Context: an optimization exercise on an open-source flow, tuned for small area. The choices shown serve that exercise and are no tape-out recipe. Only the layout flow was run in this run; the RTL was not checked for function there. Power figures rest on the tool's default switching activity, not on a simulated workload.

--- flow/config.mk ---
export PLATFORM = sky130hd
export DESIGN_NAME = usart_fifo_core
export DESIGN_NICKNAME = usart_fifo_core
export VERILOG_FILES = /design/flow/design.v
export SDC_FILE = /design/flow/constraint.sdc
export NUM_CORES = 4
export LEC_CHECK = 0
export CAP_MARGIN = 20
export CORE_MARGIN = 2
export CORE_UTILIZATION = 40
export SLEW_MARGIN = 20
--- flow/constraint.sdc ---
create_clock -name core_clock -period 10.0 [get_ports {clk}]
set_input_delay 2.0000 -clock core_clock [delete_from_list [all_inputs] [get_ports {clk}]]
set_output_delay 2.0000 -clock core_clock [all_outputs]
set_load 0.01 [all_outputs]
--- flow/design.v ---
module sync_fifo #(
    parameter C     = 16,
    parameter IDX_W = 4,
    parameter OCC_W = 5
) (
    input  wire             clk,
    input  wire             rst,
    input  wire             push,       
    input  wire [7:0]       push_data,
    input  wire             pop,        
    output wire [7:0]       pop_data,   
    output wire [OCC_W-1:0] occ,
    output wire             full,
    output wire             empty
);
    reg [7:0]       mem [0:C-1];
    reg [IDX_W-1:0] head;
    reg [IDX_W-1:0] tail;
    reg [OCC_W-1:0] count;
    wire do_push = push && !full;
    wire do_pop  = pop  && !empty;
    assign occ      = count;
    assign full     = (count == C);
    assign empty    = (count == 0);
    assign pop_data = mem[tail];
    always @(posedge clk) begin
        if (do_push)
            mem[head] <= push_data;
    end
    always @(posedge clk) begin
        if (rst) begin
            head  <= 0;
            tail  <= 0;
            count <= 0;
        end else begin
            if (do_push)
                head <= (head == C - 1) ? 0 : head + 1'b1;
            if (do_pop)
                tail <= (tail == C - 1) ? 0 : tail + 1'b1;
            if (do_push && !do_pop)
                count <= count + 1'b1;
            else if (do_pop && !do_push)
                count <= count - 1'b1;
        end
    end
endmodule
module interrupt_arbiter #(
    parameter N_CH = 5
) (
    input  wire            ie,
    input  wire            in_handler,
    input  wire [N_CH-1:0] rx_pending,
    input  wire [N_CH-1:0] tx_pending,
    output reg             grant,
    output reg  [3:0]      grant_irq
);
    integer i;
    always @(*) begin
        grant     = 1'b0;
        grant_irq = 4'd0;
        if (ie && !in_handler) begin
            for (i = 2 * N_CH - 1; i >= 0; i = i - 1) begin
                if ((i % 2 == 0) ? rx_pending[i / 2] : tx_pending[i / 2]) begin
                    grant     = 1'b1;
                    grant_irq = i[3:0];
                end
            end
        end
    end
endmodule
module usart_fifo_core #(
    parameter N_CH  = 5,
    parameter C     = 16,
    parameter IDX_W = 4,
    parameter OCC_W = 5
) (
    input  wire              clk,
    input  wire              rst,
    input  wire              cmd_valid,
    output wire              cmd_ready,
    input  wire [15:0]       cmd_data,
    output reg               rsp_valid,
    output reg  [15:0]       rsp_data,
    output reg  [N_CH-1:0]   tx_start,
    output wire [8*N_CH-1:0] tx_data,
    input  wire [N_CH-1:0]   tx_done,
    input  wire [N_CH-1:0]   rx_valid,
    input  wire [8*N_CH-1:0] rx_byte,
    output reg  [N_CH-1:0]   rx_overrun,
    output reg               cmd_fault
);
    localparam [3:0] OP_PUSH   = 4'h1, OP_POP    = 4'h2, OP_ENQ_OUT = 4'h3,
                     OP_ENQ_IN = 4'h4, OP_DEQ_IN = 4'h5, OP_PUMP    = 4'h6,
                     OP_IE_SET = 4'h7, OP_IE_CLR = 4'h8;
    localparam [2:0] E_NONE = 3'd0, E_FULL = 3'd1, E_EMPTY = 3'd2,
                     E_HW_NOT_READY = 3'd3, E_UNEXP_FULL = 3'd4,
                     E_INVALID_CH = 3'd6;
    localparam [2:0] H_IDLE = 3'd0, H_EXEC = 3'd1, H_PAYLOAD = 3'd2, H_S3 = 3'd3,
                     H_P1 = 3'd4, H_P2 = 3'd5, H_P3 = 3'd6;
    localparam [2:0] I_IDLE = 3'd0, I_G1 = 3'd1, I_G2 = 3'd2, I_G3 = 3'd3,
                     I_P1 = 3'd4, I_P2 = 3'd5, I_P3 = 3'd6, I_T4 = 3'd7;
    localparam DIR_OUT = 1'b0, DIR_IN = 1'b1;
    reg [2:0]  hstate;
    reg [3:0]  h_op;
    reg        h_dir;
    reg [2:0]  h_ch;
    reg [7:0]  h_arg;
    reg [7:0]  h_cnt;      
    reg [2:0]  h_err;      
    reg [7:0]  h_b;        
    reg        ie;
    reg        in_handler;
    reg [3:0]  cur_irq;
    reg [2:0]  istate;
    reg [7:0]  i_b;        
    reg [N_CH-1:0] txe;
    reg [N_CH-1:0] tx_pending;
    reg [N_CH-1:0] rx_pending;
    reg [7:0]      tx_data_q [0:N_CH-1];
    reg [7:0]      rx_data_q [0:N_CH-1];
    reg        f_push, f_pop, f_dir;
    reg [2:0]  f_ch;
    reg [7:0]  f_wdata;
    wire [7:0]       out_rdata [0:7];
    wire [7:0]       in_rdata  [0:7];
    wire [OCC_W-1:0] out_occ   [0:7];
    wire [7:0]       out_full, out_empty, in_full, in_empty;
    genvar g;
    generate
        for (g = 0; g < 8; g = g + 1) begin : ch
            if (g < N_CH) begin : used
                wire [OCC_W-1:0] in_occ_unused;
                sync_fifo #(.C(C), .IDX_W(IDX_W), .OCC_W(OCC_W)) u_out (
                    .clk(clk), .rst(rst),
                    .push(f_push && f_ch == g && f_dir == DIR_OUT),
                    .push_data(f_wdata),
                    .pop(f_pop && f_ch == g && f_dir == DIR_OUT),
                    .pop_data(out_rdata[g]),
                    .occ(out_occ[g]), .full(out_full[g]), .empty(out_empty[g])
                );
                sync_fifo #(.C(C), .IDX_W(IDX_W), .OCC_W(OCC_W)) u_in (
                    .clk(clk), .rst(rst),
                    .push(f_push && f_ch == g && f_dir == DIR_IN),
                    .push_data(f_wdata),
                    .pop(f_pop && f_ch == g && f_dir == DIR_IN),
                    .pop_data(in_rdata[g]),
                    .occ(in_occ_unused), .full(in_full[g]), .empty(in_empty[g])
                );
                assign tx_data[8*g +: 8] = tx_data_q[g];
            end else begin : unused
                assign out_rdata[g] = 8'h00;
                assign in_rdata[g]  = 8'h00;
                assign out_occ[g]   = {OCC_W{1'b0}};
                assign out_full[g]  = 1'b0;
                assign out_empty[g] = 1'b1;
                assign in_full[g]   = 1'b0;
                assign in_empty[g]  = 1'b1;
            end
        end
    endgenerate
    wire [7:0] txe_v = {{(8-N_CH){1'b0}}, txe};
    wire       sel_full  = f_dir ? in_full[f_ch]  : out_full[f_ch];
    wire       sel_empty = f_dir ? in_empty[f_ch] : out_empty[f_ch];
    wire [7:0] sel_rdata = f_dir ? in_rdata[f_ch] : out_rdata[f_ch];
    wire [2:0] irq_ch    = cur_irq[3:1];
    wire       grant;
    wire [3:0] grant_irq;
    interrupt_arbiter #(.N_CH(N_CH)) u_arb (
        .ie(ie), .in_handler(in_handler),
        .rx_pending(rx_pending), .tx_pending(tx_pending),
        .grant(grant), .grant_irq(grant_irq)
    );
    wire host_go = !in_handler && !grant;
    assign cmd_ready = host_go && !cmd_fault && (hstate == H_IDLE || hstate == H_PAYLOAD);
    wire cmd_fire = cmd_valid && cmd_ready;
    function legal_header;
        input [15:0] w;
        begin
            case (w[15:12])
                OP_PUSH:    legal_header = 1'b1;
                OP_POP:     legal_header = (w[7:0] == 8'h00);
                OP_ENQ_OUT: legal_header = !w[11];
                OP_ENQ_IN:  legal_header = !w[11];
                OP_DEQ_IN:  legal_header = !w[11] && (w[7:0] == 8'h00);
                OP_PUMP:    legal_header = !w[11] && (w[7:0] == 8'h00);
                OP_IE_SET:  legal_header = (w[11:0] == 12'h000);
                OP_IE_CLR:  legal_header = (w[11:0] == 12'h000);
                default:    legal_header = 1'b0;
            endcase
        end
    endfunction
    wire h_ch_bad = (h_ch >= N_CH);
    wire [8:0] room = C - out_occ[h_ch];
    always @(*) begin
        f_push  = 1'b0;
        f_pop   = 1'b0;
        f_dir   = DIR_OUT;
        f_ch    = h_ch;
        f_wdata = h_arg;
        if (in_handler) begin
            f_ch    = irq_ch;
            f_dir   = (istate == I_G2) ? DIR_IN : DIR_OUT;
            f_wdata = i_b;
            f_push  = (istate == I_G2);
            f_pop   = (istate == I_P2);
        end else if (host_go) begin
            case (hstate)
                H_EXEC: begin
                    case (h_op)
                        OP_PUSH:   begin f_dir = h_dir;  f_push = !h_ch_bad; end
                        OP_POP:    begin f_dir = h_dir;  f_pop  = !h_ch_bad; end
                        OP_ENQ_IN: begin f_dir = DIR_IN; f_push = !h_ch_bad; end
                        OP_DEQ_IN: begin f_dir = DIR_IN; f_pop  = !h_ch_bad; end
                        default:   ;
                    endcase
                end
                H_PAYLOAD: begin
                    f_wdata = cmd_data[7:0];
                    f_push  = cmd_fire && (cmd_data[15:8] == 8'h00) && (h_err == E_NONE);
                end
                H_P2: f_pop = 1'b1;
                default: ;
            endcase
        end
    end
    integer c;
    always @(posedge clk) begin
        if (rst) begin
            hstate     <= H_IDLE;
            h_op       <= 4'h0;
            h_dir      <= 1'b0;
            h_ch       <= 3'd0;
            h_arg      <= 8'h00;
            h_cnt      <= 8'h00;
            h_err      <= E_NONE;
            h_b        <= 8'h00;
            ie         <= 1'b0;
            in_handler <= 1'b0;
            cur_irq    <= 4'h0;
            istate     <= I_IDLE;
            i_b        <= 8'h00;
            txe        <= {N_CH{1'b1}};
            tx_pending <= {N_CH{1'b0}};
            rx_pending <= {N_CH{1'b0}};
            rx_overrun <= {N_CH{1'b0}};
            cmd_fault  <= 1'b0;
            rsp_valid  <= 1'b0;
            rsp_data   <= 16'h0000;
            tx_start   <= {N_CH{1'b0}};
        end else begin
            rsp_valid <= 1'b0;
            tx_start  <= {N_CH{1'b0}};
            if (in_handler) begin
                case (istate)
                    I_G1: begin
                        i_b <= rx_data_q[irq_ch];
                        rx_pending[irq_ch] <= 1'b0;
                        istate <= I_G2;
                    end
                    I_G2: istate <= I_G3;             
                    I_P1: istate <= txe[irq_ch] ? I_P2 : I_T4;
                    I_P2: begin
                        if (sel_empty) begin
                            istate <= I_T4;
                        end else begin
                            i_b    <= sel_rdata;
                            istate <= I_P3;
                        end
                    end
                    I_P3: begin
                        tx_data_q[irq_ch] <= i_b;
                        txe[irq_ch]       <= 1'b0;
                        tx_start[irq_ch]  <= 1'b1;
                        istate <= I_T4;
                    end
                    default: begin                    
                        in_handler <= 1'b0;
                        istate     <= I_IDLE;
                    end
                endcase
            end else if (grant) begin
                in_handler <= 1'b1;
                cur_irq    <= grant_irq;
                if (grant_irq[0]) begin
                    tx_pending[grant_irq[3:1]] <= 1'b0;
                    istate <= I_P1;
                end else begin
                    istate <= I_G1;
                end
            end else begin
                case (hstate)
                    H_IDLE: begin
                        if (cmd_fire) begin
                            if (legal_header(cmd_data)) begin
                                h_op   <= cmd_data[15:12];
                                h_dir  <= cmd_data[11];
                                h_ch   <= cmd_data[10:8];
                                h_arg  <= cmd_data[7:0];
                                hstate <= H_EXEC;
                            end else begin
                                cmd_fault <= 1'b1;
                            end
                        end
                    end
                    H_EXEC: begin
                        hstate <= H_IDLE;
                        case (h_op)
                            OP_PUSH, OP_ENQ_IN: begin
                                rsp_valid <= 1'b1;
                                if (h_ch_bad)      rsp_data <= {5'b0, E_INVALID_CH, 8'h00};
                                else if (sel_full) rsp_data <= {5'b0, E_FULL, 8'h00};
                                else               rsp_data <= {5'b0, E_NONE, 8'h00};
                            end
                            OP_POP, OP_DEQ_IN: begin
                                rsp_valid <= 1'b1;
                                if (h_ch_bad)       rsp_data <= {5'b0, E_INVALID_CH, 8'h00};
                                else if (sel_empty) rsp_data <= {5'b0, E_EMPTY, 8'h00};
                                else                rsp_data <= {5'b0, E_NONE, sel_rdata};
                            end
                            OP_PUMP: begin
                                if (h_ch_bad) begin
                                    rsp_valid <= 1'b1;
                                    rsp_data  <= {5'b0, E_INVALID_CH, 8'h00};
                                end else if (!txe_v[h_ch]) begin
                                    rsp_valid <= 1'b1;
                                    rsp_data  <= {5'b0, E_HW_NOT_READY, 8'h00};
                                end else begin
                                    hstate <= H_P2;
                                end
                            end
                            OP_IE_SET: begin
                                ie        <= 1'b1;
                                rsp_valid <= 1'b1;
                                rsp_data  <= 16'h0000;
                            end
                            OP_IE_CLR: begin
                                ie        <= 1'b0;
                                rsp_valid <= 1'b1;
                                rsp_data  <= 16'h0000;
                            end
                            OP_ENQ_OUT: begin
                                if (h_ch_bad)
                                    h_err <= E_INVALID_CH;
                                else if (room < {1'b0, h_arg})
                                    h_err <= E_FULL;
                                else
                                    h_err <= E_NONE;
                                h_cnt <= h_arg;
                                if (h_arg != 8'h00) begin
                                    hstate <= H_PAYLOAD;
                                end else if (h_ch_bad) begin
                                    rsp_valid <= 1'b1;
                                    rsp_data  <= {5'b0, E_INVALID_CH, 8'h00};
                                end else begin
                                    hstate <= H_S3;    
                                end
                            end
                            default: ;
                        endcase
                    end
                    H_PAYLOAD: begin
                        if (cmd_fire) begin
                            if (cmd_data[15:8] != 8'h00) begin
                                cmd_fault <= 1'b1;     
                                hstate    <= H_IDLE;
                            end else begin
                                h_cnt <= h_cnt - 1'b1;
                                if (h_err == E_NONE && sel_full)
                                    h_err <= E_UNEXP_FULL;
                                if (h_cnt == 8'd1) begin
                                    if (h_err != E_NONE || sel_full) begin
                                        rsp_valid <= 1'b1;
                                        rsp_data  <= {5'b0, (h_err != E_NONE) ? h_err : E_UNEXP_FULL, 8'h00};
                                        hstate    <= H_IDLE;
                                    end else begin
                                        hstate <= H_S3;
                                    end
                                end
                            end
                        end
                    end
                    H_S3: begin
                        if (txe_v[h_ch]) begin
                            hstate <= H_P1;
                        end else begin
                            rsp_valid <= 1'b1;
                            rsp_data  <= 16'h0000;
                            hstate    <= H_IDLE;
                        end
                    end
                    H_P1: begin
                        if (txe_v[h_ch]) begin
                            hstate <= H_P2;
                        end else begin
                            rsp_valid <= 1'b1;
                            rsp_data  <= 16'h0000;
                            hstate    <= H_IDLE;
                        end
                    end
                    H_P2: begin
                        if (sel_empty) begin
                            rsp_valid <= 1'b1;
                            rsp_data  <= (h_op == OP_PUMP) ? {5'b0, E_EMPTY, 8'h00} : 16'h0000;
                            hstate    <= H_IDLE;
                        end else begin
                            h_b    <= sel_rdata;
                            hstate <= H_P3;
                        end
                    end
                    H_P3: begin
                        tx_data_q[h_ch] <= h_b;
                        txe[h_ch]       <= 1'b0;
                        tx_start[h_ch]  <= 1'b1;
                        rsp_valid <= 1'b1;
                        rsp_data  <= 16'h0000;
                        hstate    <= H_IDLE;
                    end
                    default: hstate <= H_IDLE;
                endcase
            end
            for (c = 0; c < N_CH; c = c + 1) begin
                if (tx_done[c] && !txe[c]) begin
                    txe[c]        <= 1'b1;
                    tx_pending[c] <= 1'b1;
                end
                if (rx_valid[c]) begin
                    if (rx_pending[c] && !(in_handler && istate == I_G1 && irq_ch == c))
                        rx_overrun[c] <= 1'b1;
                    rx_pending[c] <= 1'b1;
                end
            end
        end
    end
    always @(posedge clk) begin
        for (c = 0; c < N_CH; c = c + 1)
            if (rx_valid[c])
                rx_data_q[c] <= rx_byte[8*c +: 8];
    end
endmodule
--- flow/run.sh ---
#!/bin/bash
# synth_recipe.tcl (not shown) runs the flow's synth.tcl, then flattens the netlist and writes it again
# the make line also repeats each setting of config.mk as NAME=value (left out here)
make -C /OpenROAD-flow-scripts/flow DESIGN_CONFIG=/design/flow/config.mk WORK_HOME=/design/flow/orfs CLKGATE_MAP_FILE= SYNTH_SCRIPT=/design/flow/synth_recipe.tcl finish
==> summary.txt <==
[stage by stage]
step,hold WS (ns),total power [mW],utilization (%),setup slack (ns)
detailed placement,0.460,7.62,42.7,2.91
CTS,0.472,13.8,46.0,3.74
finish,0.470,13.7,46.0,3.65
global route,0.509,14.1,46.0,3.47
global placement,0.453,7.62,42.7,3.03
floorplan,0.452,7.52,-,0.253
[Yosys cell counts (6+ instances only)]
cell type,number
mux4_2,331
mux2_2,17
a31oi_1,38
o2111ai_1,6
nand3_1,48
buf_2,15
and2_1,16
nor2b_1,50
buf_1,47
clkbuf_1,155
a31o_2,7
a211oi_1,32
nand2_1,239
o21ai_0,107
dfxtp_1,262
o211ai_1,28
and4b_1,8
o21a_1,7
a221oi_1,20
mux2i_1,128
xor2_1,45
fa_1,10
a2111oi_2,8
a21oi_1,214
o22ai_1,12
a22o_1,6
nor3_1,57
or3_1,32
a41oi_1,9
ha_1,121
a2111oi_0,10
nor2_1,303
inv_1,95
a21o_1,20
buf_4,14
edfxtp_1,1360
a22oi_1,50
nor4_1,29
nand2b_1,29
nand4_1,9
and3_1,74
xnor2_1,20
[kinds of logic after synthesis]
logic type,synth area share (%)
adders and majority gates,2.55
other,0.00558
buffers and inverters,1.93
and+or+nand+nor,6.63
DFF,68.6
xor gates and xnor gates,0.847
muxes,13.3
AOI/OAI and AO/OA,6.21
[layout make-up]
type                       count  area [um2]  share of cell area (%)
tap                         2204        2760                    3.59
clock inverter                75         870                    1.13
inverter                      95         357                   0.464
antenna                        2        5.00                 0.00651
timing repair buffer         230        2070                    2.69
clock buffer                 235        4630                    6.02
multi-input combinational   2244       20100                    26.1
sequential                  1622       46100                    60.0
[sequential cells by signal, indices dropped and copies added, names as in the netlist, 5 cells and up, named ones only]
register / flops
rx_data_q: 40
ch.used.u_out.mem: 640
ch.used.u_out.head: 20
rsp_data: 11
tx_pending: 5
h_b: 8
ch.used.u_out.tail: 20
rx_overrun: 5
ch.used.u_out.count: 25
ch.used.u_in.tail: 20
ch.used.u_in.count: 25
ch.used.u_in.mem: 640
tx_start: 5
tx_data_q: 40
txe: 5
h_arg: 8
ch.used.u_in.head: 20
i_b: 8
h_cnt: 8
rx_pending: 5
[power by group]
group | switching (mW) | internal, mW
registers | 0.0114 | 7.28
logic | 0.130 | 0.0555
clock network | 2.63 | 3.61
total | 2.78 | 10.9
[critical path, cell delays in order]
cell and delay [ns]:
clkdlybuf4s50_1 0.44, nor3_1 0.45, and4b_1 0.36, or4b_1 0.74, a2111oi_4 0.52, buf_4 0.30, o21a_1 0.51, ha_1 0.30
inv_1 0.11, fa_1 0.42, a21o_1 0.18, a21oi_1 0.18, xnor2_1 0.09, or3_1 0.30, a21oi_1 0.15
[cells in the final DEF, fill, tap and decap left out, types with 95 or more instances in the layout]
| cell | synthesis | routed |
|---|---|---|
| ha_1 | 121 | 121 |
| edfxtp_1 | 1360 | 1360 |
| a21oi_1 | 214 | 214 |
| mux2i_1 | 128 | 128 |
| clkbuf_16 | 0 | 170 |
| nor2_1 | 303 | 299 |
| o21ai_0 | 107 | 99 |
| inv_1 | 95 | 95 |
| mux4_2 | 331 | 331 |
| clkdlybuf4s50_1 | 0 | 131 |
| nand2_1 | 239 | 239 |
| dfxtp_1 | 262 | 248 |
| buf_4 | 14 | 95 |
[worst min-delay path by stage]
stage / startpoint / end / slack [ns] / cells after the start
final: rx_overrun[3]$_SDFFE_PP0P_ / rx_overrun[3]$_SDFFE_PP0P_ / 0.47 / 2
after global routing: rx_overrun[4]$_SDFFE_PP0P_ / rx_overrun[4]$_SDFFE_PP0P_ / 0.51 / 2
after CTS: rx_overrun[3]$_SDFFE_PP0P_ / rx_overrun[3]$_SDFFE_PP0P_ / 0.47 / 2
after detailed placement: rx_overrun[3]$_SDFFE_PP0P_ / rx_overrun[3]$_SDFFE_PP0P_ / 0.46 / 2
after global placement: rx_overrun[1]$_SDFFE_PP0P_ / rx_overrun[1]$_SDFFE_PP0P_ / 0.45 / 2
after floorplan: h_err[0]$_SDFFE_PP0P_ / h_err[0]$_SDFFE_PP0P_ / 0.45 / 2
[layer usage]
metal / GRT usage, % / vias up
li1: - / 16800
met1: 26.0 / 19400
met2: 32.4 / 1018
met3: 3.01 / 281
met4: 8.43 / 0
met5: 0 / -
==> out/results.ini <==
[sta]
fmax_mhz = 157
tns_ns = 0
rsz0062_at_grt = false
drv_slew = 0
skew_ns = 0.0303
finalSetupViolCount = 0
worstMarginPinSlew_ns = 1.19
finalCritPeriodShare_pct = 63.5
period_needed_ns = 6.35
hold_viol = 0
slew_headroom_pct = 20.0

[critical_path]
critical_path_class = input pin to register
r2r_start = hstate[1]$_SDFFE_PP0P_
rrSetupSlack_ns = 4.26
startpoint = cmd_data[8]
crit_arrival_ns = 7.07
worstSetupEndpointType = register
cp.required_ns = 10.72
setup.worst_path.end = ch[3].used.u_in.count[4]$_SDFFE_PP0P_
rr_worst_depth = 14
r2r-end = ch[3].used.u_in.count[4]$_SDFFE_PP0P_
cp-start-kind = input pin
crit_fanout = 17

[drt]
detail-route-antenna-nets = 0
top_layer_used = met4
dr.pass1.iters = 5
drtIter0Drc = 3769
vias = 37500
wl_per_cell_um = 25.2
drt_wl_total_um = 169000
dr_wl_met3_um = 8210
route.detailed.drc = 0
wl_met2_um = 82500
drt-met1-wl_um = 70500
viasPerCell = 5.59

[clocking]
clk_latency_ns = 0.82
cts-root-buf = clkbuf_16
clk_pin_slew_ns = 0.06
cts_hold_buf = 0
cts-resized-gates = 0
cts_sinks = 1622
cts_tree = built
clockBufferDepth = 3
numCtsBuffers = 167
htree_levels = 4
post_cts.repair.setup_buffers = 0

[placement]
io_buffers = 132
gp_congestion = 0.903
dp_cells = 6395
place_area_um2 = 71300
hpwl_um = 112000

[floorplanning]
die_area_um2 = 171000
die_h_um = 414
num_io_pins = 138
core_area_um2 = 167000
die_w_um = 414
initial_core_util_pct = 40.2
rows = 150

[layout]
stdcell_count = 6707
area_growth_pct = 14.3
n_fill_cell = 14400
design_area_um2 = 76900
layout-drive-gt1-share_pct = 16.8
num-nets-final = 4560

[grt]
grt_overflow_total = 0
grt_pass1_vias = 37100
grtUsageTotal_pct = 19.7
antenna_found_initial = 3
grt_max_degree = 89
grt_pass1_wl_um = 248000

[hold_path]
min_path_type = register to register

[yosys]
yosys-top-cells-area = edfxtp_1 61%, mux4_2 11%, dfxtp_1 7.8%, ha_1 2.3%, mux2i_1 1.9%
syn_inst = 4188
synth_edf_count = 1360
synth_top_area_share_pct = 60.7
yosysWarningCount = 5
yosysSeqAreaShare_pct = 68.6
syn_avg_cell_area_um2 = 16.1
synth_cell_type_count = 81
ys_seq_elements = 1622
netlist_area_um2 = 67200
ys.flop_type = edfxtp_1
synthArstFlopShare_pct = 0
synth_top_area_cell = edfxtp_1

[run]
drv_cap = 0

[outcome]
status = no timing/DRC/antenna violations

[pwr]
powerDensity_nw_per_um2 = 178
vdd_ir_drop_max_mv = 0.156
p_leak_nw = 23.7

## static timing again, ports no longer ideal
No port has a modelled driver above. Below, the same layout with a new extraction and two added sets of constraints.
Step 1 sets driving cells, clkbuf_16 on the clock port and buf_2 on the other inputs (assumed; they add their load-dependent delay and slew).
Step 2, shift: input delay + t, output delay - t, t = (earliest + latest rising clock arrival at the registers) / 2. This alone moves slack from input paths to output paths.
a / b / c = no drivers / after step 1 / after step 2; a / b = the first two.
shift t [ns]: 0.893
slack for setup (ns): 3.645 / 3.697 / 2.804
worst setup path after step 2: input to register
worst slew at a driven data input, ns: 0.09
pins driven straight from the clock port: 1
After both steps setup and hold are still met in this run. The setup slack of this run moves by +0.052 ns with the drivers and by -0.841 ns with both steps.
